Background: an optimization exercise with open tools, aiming at small area, a short achievable clock period and few clock cycles per item. Do not read the settings as production practice. Where RTL was checked, it was by simulation tests only, not by an equivalence proof against the original.

==> inputs of run a <==
==> flow/design.v (excerpt) <==
module bmp_hv #(
    parameter LINEBUF_CAP = 4096
) (
    input  wire         clk,
    input  wire         rst,           
    input  wire         in_valid,
    output wire         in_ready,
    input  wire         mode,          
    input  wire [431:0] hdr,           
    input  wire [63:0]  file_size,
    input  wire [15:0]  payload_len,
    output reg          done,
    output reg  [31:0]  v_width,       
    output reg  [31:0]  v_height,      
    output reg  [33:0]  v_stride,      
    output reg  [1:0]   v_pad,
    output reg  [64:0]  v_datalen,     
    output reg  [4:0]   pass_count,
    output reg  [15:0]  chk_mask,
    output reg  [1:0]   v_valid,       
    output reg  [15:0]  paylen
);
    assign in_ready = 1'b1;
    wire [7:0]  sig0   = hdr[0*8 +: 8];
    wire [7:0]  sig1   = hdr[1*8 +: 8];
    wire [15:0] res1   = hdr[6*8 +: 16];
    wire [31:0] off    = hdr[10*8 +: 32];
    wire [31:0] isize  = hdr[14*8 +: 32];
    wire [31:0] w_raw  = hdr[18*8 +: 32];
    wire [31:0] h_raw  = hdr[22*8 +: 32];
    wire [15:0] planes = hdr[26*8 +: 16];
    wire [15:0] bpp    = hdr[28*8 +: 16];
    wire [31:0] comp   = hdr[30*8 +: 32];
    wire [31:0] simg   = hdr[34*8 +: 32];
    wire [31:0] used   = hdr[46*8 +: 32];
    wire [31:0] imp    = hdr[50*8 +: 32];
    wire [32:0] e_a = {1'b0, simg};
    wire [32:0] e_b = 33'd54;
    wire [32:0] e_c = ~file_size[32:0];
    wire [32:0] e_s = e_a ^ e_b ^ e_c;
  ...
export LEC_CHECK = 0
export CAP_MARGIN = 20
export CORE_MARGIN = 2
export CORE_UTILIZATION = 50
export PLACE_DENSITY = 0.65
export SLEW_MARGIN = 20
create_clock -name core_clock -period 16.0 [get_ports {clk}]
standard.sh (not shown) runs the stock make flow with config.mk's settings and CLKGATE_MAP_FILE= SYNTH_SCRIPT=/design/flow/synth_recipe.tcl, a recipe that flattens the netlist after the stock synthesis.
==> flow/flow/run.sh <==
#!/bin/bash
# The standard ORFS layout (the standard.sh, unchanged synthesis), with
#  - the timing repair steps asked to leave a setup margin, so that they
#    optimise the paths towards a shorter period than the 16 ns constraint;
#  - the port buffers made of plain buffers (buf_1, resizable within the buf
#    footprint) instead of the delay buffer the default picks.
set -euo pipefail
bash standard.sh "SETUP_SLACK_MARGIN=${MARGIN:-11.5}" \
  "BUFFER_PORTS_ARGS=-buffer_cell sky130_fd_sc_hd__buf_1" finish > standard.log 2>&1
==> inputs of run b, as changes to run a <==
--- a/flow/design.v
+++ b/flow/design.v
@@ -23,26 +23,49 @@
     assign in_ready = 1'b1;
     wire [7:0]  sig0   = hdr[0*8 +: 8];
     wire [7:0]  sig1   = hdr[1*8 +: 8];
     wire [15:0] res1   = hdr[6*8 +: 16];
     wire [31:0] off    = hdr[10*8 +: 32];
     wire [31:0] isize  = hdr[14*8 +: 32];
-    wire [31:0] w_raw  = hdr[18*8 +: 32];
-    wire [31:0] h_raw  = hdr[22*8 +: 32];
+    wire [31:0] w_in   = hdr[18*8 +: 32];
+    wire [31:0] h_in   = hdr[22*8 +: 32];
     wire [15:0] planes = hdr[26*8 +: 16];
     wire [15:0] bpp    = hdr[28*8 +: 16];
     wire [31:0] comp   = hdr[30*8 +: 32];
     wire [31:0] simg   = hdr[34*8 +: 32];
     wire [31:0] used   = hdr[46*8 +: 32];
     wire [31:0] imp    = hdr[50*8 +: 32];
     wire [32:0] e_a = {1'b0, simg};
     wire [32:0] e_b = 33'd54;
     wire [32:0] e_c = ~file_size[32:0];
     wire [32:0] e_s = e_a ^ e_b ^ e_c;
     wire [32:0] e_k = (e_a & e_b) | (e_a & e_c) | (e_b & e_c);
     wire        simg_eq = (&(e_s ^ {e_k[31:0], 1'b0})) && (file_size[63:33] == 31'd0);
+    reg         s0_valid;
+    reg         s0_mode;
+    reg  [31:0] s0_w;
+    reg  [31:0] s0_h;
+    reg  [63:0] s0_fs;
+    reg  [15:0] s0_pl;       
+    reg  [9:0]  s0_chk;      
+    reg         s0_c10;
+    always @(posedge clk) begin
+        if (rst) s0_valid <= 1'b0;
+        else     s0_valid <= in_valid;
+        s0_mode <= mode;
+        s0_w    <= w_in;
+        s0_h    <= h_in;
+        s0_fs   <= file_size;
+        s0_pl   <= mode ? 16'd0 : payload_len;
+        s0_chk  <= {imp == 32'd0, used == 32'd0, comp == 32'd0, bpp == 16'd24,
+                    planes == 16'd1, isize == 32'd40, off == 32'd54, res1 == 16'd0,
+                    sig1 == 8'h4D, sig0 == 8'h42};
+        s0_c10  <= (simg == 32'd0) || simg_eq;
+    end
+    wire [31:0] w_raw = s0_w;
+    wire [31:0] h_raw = s0_h;
     wire [15:0] bd_neg, bd_one, bd_two;
     wire [31:0] t_val;
     assign bd_neg[0] = h_raw[1] ^ h_raw[31];
     assign bd_one[0] = h_raw[0] ^ 1'b0;
     assign bd_two[0] = (h_raw[1] & ~h_raw[0] & ~1'b0) | (~h_raw[1] & h_raw[0] & 1'b0);
     assign bd_neg[1] = h_raw[3] ^ h_raw[31];
@@ -453,38 +476,65 @@
     assign t_val[26] = ta_329;
     assign t_val[27] = ta_330;
     assign t_val[28] = ta_331;
     assign t_val[29] = ta_332;
     assign t_val[30] = ta_333;
     assign t_val[31] = ta_334;
+    wire s0_wpos   = !w_raw[31] && (w_raw != 32'd0);
+    wire s0_hnz    = (h_raw != 32'd0);
+    wire s0_h1     = (h_raw == 32'd1) || (h_raw == 32'hFFFFFFFF);
+    wire s0_h2     = (h_raw == 32'd2) || (h_raw == 32'hFFFFFFFE);
+    wire s0_wh_le2 = ((w_raw == 32'd1) && (s0_h1 || s0_h2)) || ((w_raw == 32'd2) && s0_h1);
+    wire s0_c6     = s0_mode ? (s0_wpos && s0_hnz && !s0_wh_le2) : (s0_wpos && s0_hnz);
+    wire s0_c13    = ($signed(w_raw) <= 32'sd1365);
+    wire s0_wbig   = ($signed(w_raw) >= 32'sd65538);
+    wire s0_hbig   = ($signed(h_raw) >= 32'sd65538) || ($signed(h_raw) <= -32'sd65538);
+    wire [18:0] s0_hx = h_raw[18:0] ^ {19{h_raw[31]}};
+    wire [18:0] s0_q  = {s0_pl, 1'b0} + {3'd0, s0_pl} + 19'd6
+                      + (w_raw[0] ? s0_hx : 19'd0) + (w_raw[1] ? {s0_hx[17:0], 1'b0} : 19'd0)
+                      + {17'd0, w_raw[1] & h_raw[31], w_raw[0] & h_raw[31]};
+    wire [3:0]  s0_cnt = s0_chk[0] + s0_chk[1] + s0_chk[2] + s0_chk[3] + s0_chk[4]
+                       + s0_chk[5] + s0_chk[6] + s0_chk[7] + s0_chk[8] + s0_chk[9]
+                       + s0_c10 + s0_c6 + s0_c13 + 4'd1;
     reg         s1_valid;
     reg         s1_mode;
     reg  [31:0] s1_w;
     reg  [31:0] s1_h;        
     reg  [15:0] s1_bneg, s1_bone, s1_btwo;    
     reg  [31:0] s1_t;        
-    reg  [63:0] s1_fs;
+    reg  [61:0] s1_f;        
+    reg         s1_f_ok;     
     reg  [15:0] s1_pl;       
     reg  [9:0]  s1_chk;      
-    reg         s1_c10;
+    reg         s1_c10, s1_c6, s1_c13;
+    reg  [3:0]  s1_cnt;      
+    reg         s1_all;      
+    reg         s1_c16_yes, s1_c16_cmp;
+    reg  [18:0] s1_q;
     always @(posedge clk) begin
         if (rst) s1_valid <= 1'b0;
-        else     s1_valid <= in_valid;
-        s1_mode <= mode;
-        s1_w    <= w_raw;
-        s1_h    <= h_raw;
-        s1_bneg <= bd_neg;
-        s1_bone <= bd_one;
-        s1_btwo <= bd_two;
-        s1_t    <= t_val;
-        s1_fs   <= file_size;
-        s1_pl   <= mode ? 16'd0 : payload_len;
-        s1_chk  <= {imp == 32'd0, used == 32'd0, comp == 32'd0, bpp == 16'd24,
-                    planes == 16'd1, isize == 32'd40, off == 32'd54, res1 == 16'd0,
-                    sig1 == 8'h4D, sig0 == 8'h42};
-        s1_c10  <= (simg == 32'd0) || simg_eq;
+        else     s1_valid <= s0_valid;
+        s1_mode    <= s0_mode;
+        s1_w       <= w_raw;
+        s1_h       <= h_raw;
+        s1_bneg    <= bd_neg;
+        s1_bone    <= bd_one;
+        s1_btwo    <= bd_two;
+        s1_t       <= t_val;
+        s1_f       <= s0_fs[63:2];
+        s1_f_ok    <= (s0_fs[1:0] == 2'b10);
+        s1_pl      <= s0_pl;
+        s1_chk     <= s0_chk;
+        s1_c10     <= s0_c10;
+        s1_c6      <= s0_c6;
+        s1_c13     <= s0_c13;
+        s1_cnt     <= s0_cnt;
+        s1_all     <= (&s0_chk) && s0_c10 && s0_c6 && s0_c13;
+        s1_c16_yes <= !s0_mode && s0_wpos && s0_hnz && (s0_wbig || s0_hbig);
+        s1_c16_cmp <= !s0_mode && s0_wpos && s0_hnz && !s0_wbig && !s0_hbig;
+        s1_q       <= s0_q;
     end
     wire [63:0] tree_s, tree_c;
     wire [31:0] h_abs;       
     wire ho_335 = s1_h[1] | s1_h[0];
     wire ho_336 = s1_h[3] | s1_h[2];
     wire ho_337 = s1_h[5] | s1_h[4];
@@ -2267,59 +2317,47 @@
     assign tree_s[61] = t_1955;
     assign tree_c[61] = t_1956;
     assign tree_s[62] = t_1957;
     assign tree_c[62] = t_1958;
     assign tree_s[63] = t_1959;
     assign tree_c[63] = pp_969;
-    wire s1_wpos  = !s1_w[31] && (s1_w != 32'd0);
-    wire s1_hnz    = (s1_h != 32'd0);
-    wire s1_wh_le2 = ((s1_w == 32'd1) && (h_abs <= 32'd2)) || ((s1_w == 32'd2) && (h_abs == 32'd1));
-    wire s1_c6    = s1_mode ? (s1_wpos && s1_hnz && !s1_wh_le2) : (s1_wpos && s1_hnz);
-    wire s1_c13   = ($signed(s1_w) <= 32'sd1365);
-    wire s1_wbig  = ($signed(s1_w) >= 32'sd65538);
-    wire s1_hbig  = (h_abs >= 32'd65538);
-    wire [18:0] s1_ph = {1'b0, h_abs[17:0]} * {17'd0, s1_w[1:0]};
-    wire [18:0] s1_q  = s1_ph + {1'b0, s1_pl, 1'b0} + {3'd0, s1_pl} + 19'd6;
-    wire [3:0]  s1_cnt = s1_chk[0] + s1_chk[1] + s1_chk[2] + s1_chk[3] + s1_chk[4]
-                       + s1_chk[5] + s1_chk[6] + s1_chk[7] + s1_chk[8] + s1_chk[9]
-                       + s1_c10 + s1_c6 + s1_c13 + 4'd1;
     reg         s2_valid;
     reg         s2_mode;
     reg  [31:0] s2_w;
     reg  [31:0] s2_h;
     reg  [31:0] s2_t;
     reg  [63:0] s2_ps, s2_pc;
-    reg  [61:0] s2_f;        
-    reg         s2_f_ok;     
+    reg  [61:0] s2_f;
+    reg         s2_f_ok;
     reg  [15:0] s2_pl;
     reg  [9:0]  s2_chk;
     reg         s2_c10, s2_c6, s2_c13;
     reg  [3:0]  s2_cnt;
-    reg         s2_all;      
+    reg         s2_all;
     reg         s2_c16_yes, s2_c16_cmp;
     reg  [18:0] s2_q;
     always @(posedge clk) begin
         if (rst) s2_valid <= 1'b0;
         else     s2_valid <= s1_valid;
         s2_mode    <= s1_mode;
         s2_w       <= s1_w;
         s2_h       <= h_abs;
         s2_t       <= s1_t;
         s2_ps      <= tree_s;
         s2_pc      <= tree_c;
-        s2_f       <= s1_fs[63:2];
-        s2_f_ok    <= (s1_fs[1:0] == 2'b10);
+        s2_f       <= s1_f;
+        s2_f_ok    <= s1_f_ok;
         s2_pl      <= s1_pl;
         s2_chk     <= s1_chk;
         s2_c10     <= s1_c10;
         s2_c6      <= s1_c6;
         s2_c13     <= s1_c13;
         s2_cnt     <= s1_cnt;
-        s2_all     <= (&s1_chk) && s1_c10 && s1_c6 && s1_c13;
-        s2_c16_yes <= !s1_mode && s1_wpos && s1_hnz && (s1_wbig || s1_hbig);
-        s2_c16_cmp <= !s1_mode && s1_wpos && s1_hnz && !s1_wbig && !s1_hbig;
+        s2_all     <= s1_all;
+        s2_c16_yes <= s1_c16_yes;
+        s2_c16_cmp <= s1_c16_cmp;
         s2_q       <= s1_q;
     end
     wire [62:0] ht;          
     wire [63:0] f_mis;
     wire fa_1960 = s2_ps[0] ^ s2_pc[0];
     wire fa_1961 = s2_ps[1] ^ s2_pc[1];
@@ -3135,23 +3173,26 @@
     wire eq_2708 = (eq_2640 ^ eq_2639 ^ 1'b1) ^ (eq_2638 & eq_2637);
     wire eq_2709 = (eq_2642 ^ eq_2641 ^ 1'b1) ^ (eq_2640 & eq_2639);
     wire eq_2710 = (eq_2644 ^ eq_2643 ^ 1'b1) ^ (eq_2642 & eq_2641);
     wire eq_2711 = (eq_2646 ^ eq_2645 ^ 1'b1) ^ (eq_2644 & eq_2643);
     assign f_mis = {eq_2711, eq_2710, eq_2709, eq_2708, eq_2707, eq_2706, eq_2705, eq_2704, eq_2703, eq_2702, eq_2701, eq_2700, eq_2699, eq_2698, eq_2697, eq_2696, eq_2695, eq_2694, eq_2693, eq_2692, eq_2691, eq_2690, eq_2689, eq_2688, eq_2687, eq_2686, eq_2685, eq_2684, eq_2683, eq_2682, eq_2681, eq_2680, eq_2679, eq_2678, eq_2677, eq_2676, eq_2675, eq_2674, eq_2673, eq_2672, eq_2671, eq_2670, eq_2669, eq_2668, eq_2667, eq_2666, eq_2665, eq_2664, eq_2663, eq_2662, eq_2661, eq_2660, eq_2659, eq_2658, eq_2657, eq_2656, eq_2655, eq_2654, eq_2653, eq_2652, eq_2651, eq_2650, eq_2649, eq_2648};
     wire        c15 = s2_f_ok && (f_mis == 64'd0);
-    wire        c16 = s2_c16_yes || (s2_c16_cmp && ((ht[31:17] != 15'd0) || ({ht[16:0], 2'b00} >= s2_q)));
+    wire [35:0] c16_d = {s2_ps[33:0], 2'b00} + {s2_pc[33:0], 2'b00} + {17'h1FFFF, ~s2_q} + 36'd1;
+    wire        c16 = s2_c16_yes || (s2_c16_cmp && !c16_d[35]);
+    wire [4:0]  cnt1 = {1'b0, s2_cnt} + 5'd1;
+    wire [4:0]  cnt2 = {1'b0, s2_cnt} + 5'd2;
     wire [15:0] mask = {c16, c15, 1'b1, s2_c13, s2_chk[9:8], s2_c10, s2_chk[7:5],
                         s2_c6, s2_chk[4:0]};
     always @(posedge clk) begin
         if (rst) done <= 1'b0;
         else     done <= s2_valid;
         v_width    <= s2_w;
         v_height   <= s2_h;
         v_stride   <= {s2_t, 2'b00};
         v_pad      <= s2_w[1:0];
         v_datalen  <= {ht, 2'b00};
-        pass_count <= {1'b0, s2_cnt} + {4'd0, c15} + {4'd0, c16};
+        pass_count <= (c15 && c16) ? cnt2 : ((c15 || c16) ? cnt1 : {1'b0, s2_cnt});
         chk_mask   <= mask;
         v_valid    <= {s2_mode && s2_all && c15, !s2_mode && s2_all && c15 && c16};
         paylen     <= s2_pl;
     end
 endmodule
--- a/flow/config.mk
+++ b/flow/config.mk
@@ -5,8 +5,9 @@
 export SDC_FILE = /design/flow/constraint.sdc
 export NUM_CORES = 4
 export LEC_CHECK = 0
 export CAP_MARGIN = 20
 export CORE_MARGIN = 2
 export CORE_UTILIZATION = 50
+export CTS_BUF_LIST = sky130_fd_sc_hd__clkbuf_4 sky130_fd_sc_hd__clkbuf_8
 export PLACE_DENSITY = 0.65
 export SLEW_MARGIN = 20
==> inputs of run c, as changes to run a <==
--- a/flow/design.v
+++ b/flow/design.v
@@ -23,26 +23,49 @@
     assign in_ready = 1'b1;
     wire [7:0]  sig0   = hdr[0*8 +: 8];
     wire [7:0]  sig1   = hdr[1*8 +: 8];
     wire [15:0] res1   = hdr[6*8 +: 16];
     wire [31:0] off    = hdr[10*8 +: 32];
     wire [31:0] isize  = hdr[14*8 +: 32];
-    wire [31:0] w_raw  = hdr[18*8 +: 32];
-    wire [31:0] h_raw  = hdr[22*8 +: 32];
+    wire [31:0] w_in   = hdr[18*8 +: 32];
+    wire [31:0] h_in   = hdr[22*8 +: 32];
     wire [15:0] planes = hdr[26*8 +: 16];
     wire [15:0] bpp    = hdr[28*8 +: 16];
     wire [31:0] comp   = hdr[30*8 +: 32];
     wire [31:0] simg   = hdr[34*8 +: 32];
     wire [31:0] used   = hdr[46*8 +: 32];
     wire [31:0] imp    = hdr[50*8 +: 32];
     wire [32:0] e_a = {1'b0, simg};
     wire [32:0] e_b = 33'd54;
     wire [32:0] e_c = ~file_size[32:0];
     wire [32:0] e_s = e_a ^ e_b ^ e_c;
     wire [32:0] e_k = (e_a & e_b) | (e_a & e_c) | (e_b & e_c);
     wire        simg_eq = (&(e_s ^ {e_k[31:0], 1'b0})) && (file_size[63:33] == 31'd0);
+    reg         s0_valid;
+    reg         s0_mode;
+    reg  [31:0] s0_w;
+    reg  [31:0] s0_h;
+    reg  [63:0] s0_fs;
+    reg  [15:0] s0_pl;       
+    reg  [9:0]  s0_chk;      
+    reg         s0_c10;
+    always @(posedge clk) begin
+        if (rst) s0_valid <= 1'b0;
+        else     s0_valid <= in_valid;
+        s0_mode <= mode;
+        s0_w    <= w_in;
+        s0_h    <= h_in;
+        s0_fs   <= file_size;
+        s0_pl   <= mode ? 16'd0 : payload_len;
+        s0_chk  <= {imp == 32'd0, used == 32'd0, comp == 32'd0, bpp == 16'd24,
+                    planes == 16'd1, isize == 32'd40, off == 32'd54, res1 == 16'd0,
+                    sig1 == 8'h4D, sig0 == 8'h42};
+        s0_c10  <= (simg == 32'd0) || simg_eq;
+    end
+    wire [31:0] w_raw = s0_w;
+    wire [31:0] h_raw = s0_h;
     wire [15:0] bd_neg, bd_one, bd_two;
     wire [31:0] t_val;
     assign bd_neg[0] = h_raw[1] ^ h_raw[31];
     assign bd_one[0] = h_raw[0] ^ 1'b0;
     assign bd_two[0] = (h_raw[1] & ~h_raw[0] & ~1'b0) | (~h_raw[1] & h_raw[0] & 1'b0);
     assign bd_neg[1] = h_raw[3] ^ h_raw[31];
@@ -465,26 +488,24 @@
     reg  [63:0] s1_fs;
     reg  [15:0] s1_pl;       
     reg  [9:0]  s1_chk;      
     reg         s1_c10;
     always @(posedge clk) begin
         if (rst) s1_valid <= 1'b0;
-        else     s1_valid <= in_valid;
-        s1_mode <= mode;
+        else     s1_valid <= s0_valid;
+        s1_mode <= s0_mode;
         s1_w    <= w_raw;
         s1_h    <= h_raw;
         s1_bneg <= bd_neg;
         s1_bone <= bd_one;
         s1_btwo <= bd_two;
         s1_t    <= t_val;
-        s1_fs   <= file_size;
-        s1_pl   <= mode ? 16'd0 : payload_len;
-        s1_chk  <= {imp == 32'd0, used == 32'd0, comp == 32'd0, bpp == 16'd24,
-                    planes == 16'd1, isize == 32'd40, off == 32'd54, res1 == 16'd0,
-                    sig1 == 8'h4D, sig0 == 8'h42};
-        s1_c10  <= (simg == 32'd0) || simg_eq;
+        s1_fs   <= s0_fs;
+        s1_pl   <= s0_pl;
+        s1_chk  <= s0_chk;
+        s1_c10  <= s0_c10;
     end
     wire [63:0] tree_s, tree_c;
     wire [31:0] h_abs;       
     wire ho_335 = s1_h[1] | s1_h[0];
     wire ho_336 = s1_h[3] | s1_h[2];
     wire ho_337 = s1_h[5] | s1_h[4];
@@ -2269,19 +2290,23 @@
     assign tree_s[62] = t_1957;
     assign tree_c[62] = t_1958;
     assign tree_s[63] = t_1959;
     assign tree_c[63] = pp_969;
     wire s1_wpos  = !s1_w[31] && (s1_w != 32'd0);
     wire s1_hnz    = (s1_h != 32'd0);
-    wire s1_wh_le2 = ((s1_w == 32'd1) && (h_abs <= 32'd2)) || ((s1_w == 32'd2) && (h_abs == 32'd1));
+    wire s1_h1     = (s1_h == 32'd1) || (s1_h == 32'hFFFFFFFF);
+    wire s1_h2     = (s1_h == 32'd2) || (s1_h == 32'hFFFFFFFE);
+    wire s1_wh_le2 = ((s1_w == 32'd1) && (s1_h1 || s1_h2)) || ((s1_w == 32'd2) && s1_h1);
     wire s1_c6    = s1_mode ? (s1_wpos && s1_hnz && !s1_wh_le2) : (s1_wpos && s1_hnz);
     wire s1_c13   = ($signed(s1_w) <= 32'sd1365);
     wire s1_wbig  = ($signed(s1_w) >= 32'sd65538);
-    wire s1_hbig  = (h_abs >= 32'd65538);
-    wire [18:0] s1_ph = {1'b0, h_abs[17:0]} * {17'd0, s1_w[1:0]};
-    wire [18:0] s1_q  = s1_ph + {1'b0, s1_pl, 1'b0} + {3'd0, s1_pl} + 19'd6;
+    wire s1_hbig  = ($signed(s1_h) >= 32'sd65538) || ($signed(s1_h) <= -32'sd65538);
+    wire [18:0] s1_hx = s1_h[18:0] ^ {19{s1_h[31]}};
+    wire [18:0] s1_q  = {s1_pl, 1'b0} + {3'd0, s1_pl} + 19'd6
+                      + (s1_w[0] ? s1_hx : 19'd0) + (s1_w[1] ? {s1_hx[17:0], 1'b0} : 19'd0)
+                      + {17'd0, s1_w[1] & s1_h[31], s1_w[0] & s1_h[31]};
     wire [3:0]  s1_cnt = s1_chk[0] + s1_chk[1] + s1_chk[2] + s1_chk[3] + s1_chk[4]
                        + s1_chk[5] + s1_chk[6] + s1_chk[7] + s1_chk[8] + s1_chk[9]
                        + s1_c10 + s1_c6 + s1_c13 + 4'd1;
     reg         s2_valid;
     reg         s2_mode;
     reg  [31:0] s2_w;
@@ -3136,22 +3161,24 @@
     wire eq_2709 = (eq_2642 ^ eq_2641 ^ 1'b1) ^ (eq_2640 & eq_2639);
     wire eq_2710 = (eq_2644 ^ eq_2643 ^ 1'b1) ^ (eq_2642 & eq_2641);
     wire eq_2711 = (eq_2646 ^ eq_2645 ^ 1'b1) ^ (eq_2644 & eq_2643);
     assign f_mis = {eq_2711, eq_2710, eq_2709, eq_2708, eq_2707, eq_2706, eq_2705, eq_2704, eq_2703, eq_2702, eq_2701, eq_2700, eq_2699, eq_2698, eq_2697, eq_2696, eq_2695, eq_2694, eq_2693, eq_2692, eq_2691, eq_2690, eq_2689, eq_2688, eq_2687, eq_2686, eq_2685, eq_2684, eq_2683, eq_2682, eq_2681, eq_2680, eq_2679, eq_2678, eq_2677, eq_2676, eq_2675, eq_2674, eq_2673, eq_2672, eq_2671, eq_2670, eq_2669, eq_2668, eq_2667, eq_2666, eq_2665, eq_2664, eq_2663, eq_2662, eq_2661, eq_2660, eq_2659, eq_2658, eq_2657, eq_2656, eq_2655, eq_2654, eq_2653, eq_2652, eq_2651, eq_2650, eq_2649, eq_2648};
     wire        c15 = s2_f_ok && (f_mis == 64'd0);
     wire        c16 = s2_c16_yes || (s2_c16_cmp && ((ht[31:17] != 15'd0) || ({ht[16:0], 2'b00} >= s2_q)));
+    wire [4:0]  cnt1 = {1'b0, s2_cnt} + 5'd1;
+    wire [4:0]  cnt2 = {1'b0, s2_cnt} + 5'd2;
     wire [15:0] mask = {c16, c15, 1'b1, s2_c13, s2_chk[9:8], s2_c10, s2_chk[7:5],
                         s2_c6, s2_chk[4:0]};
     always @(posedge clk) begin
         if (rst) done <= 1'b0;
         else     done <= s2_valid;
         v_width    <= s2_w;
         v_height   <= s2_h;
         v_stride   <= {s2_t, 2'b00};
         v_pad      <= s2_w[1:0];
         v_datalen  <= {ht, 2'b00};
-        pass_count <= {1'b0, s2_cnt} + {4'd0, c15} + {4'd0, c16};
+        pass_count <= (c15 && c16) ? cnt2 : ((c15 || c16) ? cnt1 : {1'b0, s2_cnt});
         chk_mask   <= mask;
         v_valid    <= {s2_mode && s2_all && c15, !s2_mode && s2_all && c15 && c16};
         paylen     <= s2_pl;
     end
 endmodule
==> summary.txt <==
Status: run a timing/DRC/antenna clean; run c timing/DRC/antenna clean; run b timing/DRC/antenna clean
Post-synthesis adder-cell area fraction: run a 0.3045; run c 0.2837; run b 0.2947
DIE WIDTH: run a 317.2 um; run c 329.3 um; run b 335.8 um
Post-synthesis instance area: run a 49,060 um^2; run c 52,910 um^2; run b 55,060 um^2
1st-pass router iterations: run a 6; run c 6; run b 8
Root Buffer: run a sky130_fd_sc_hd__clkbuf_16; run c sky130_fd_sc_hd__clkbuf_16; run b sky130_fd_sc_hd__clkbuf_8
Site Rows: run a 114; run c 119; run b 121
Starting density of the core: run a 0.5058; run c 0.5034; run b 0.5051
Synthesized instance count: run a 4,680; run c 4,900; run b 5,124
Post-synth cell types: run a 72; run c 79; run b 81
Testbench counts of run b, summed over its fixed seeds: cycles 3,224, items 3,200.
For run a and run c, only the layout was checked, not whether the RTL still works.

[static timing again, ports no longer ideal]
Ports are ideal in the flow. The routed layouts listed here were re-timed in OpenROAD. Step 1 sets driving cells, clkbuf_16 on the clock port and buf_2 on the other inputs (assumed; they add their load-dependent delay and slew). Step 2 adds t to the input delays and takes it off the output delays; t is the mean of the earliest and latest rising clock arrival at the registers after step 1. Input paths then give back, and output paths get back, about the clock's delay inside the block. Three values: ideal, step 1, step 2; two values: the first two.
| run | t (ns) | slack for setup (ns) | worst slew at a driven data input, ns | cell pins on the clock port's net |
|---|---|---|---|---|
| run a | 0.716 | 10.492 / 10.492 / 10.142 | 0.27 | 1 |
| run b | 0.918 | 11.445 / 11.376 / 10.776 | 0.15 | 1 |
| run c | 0.736 | 10.521 / 10.521 / 10.521 | 0.30 | 1 |
After both steps every run listed still meets setup and hold. The setup slack of run b, which loses most, moves by -0.069 ns with the drivers and by -0.669 ns with both steps.
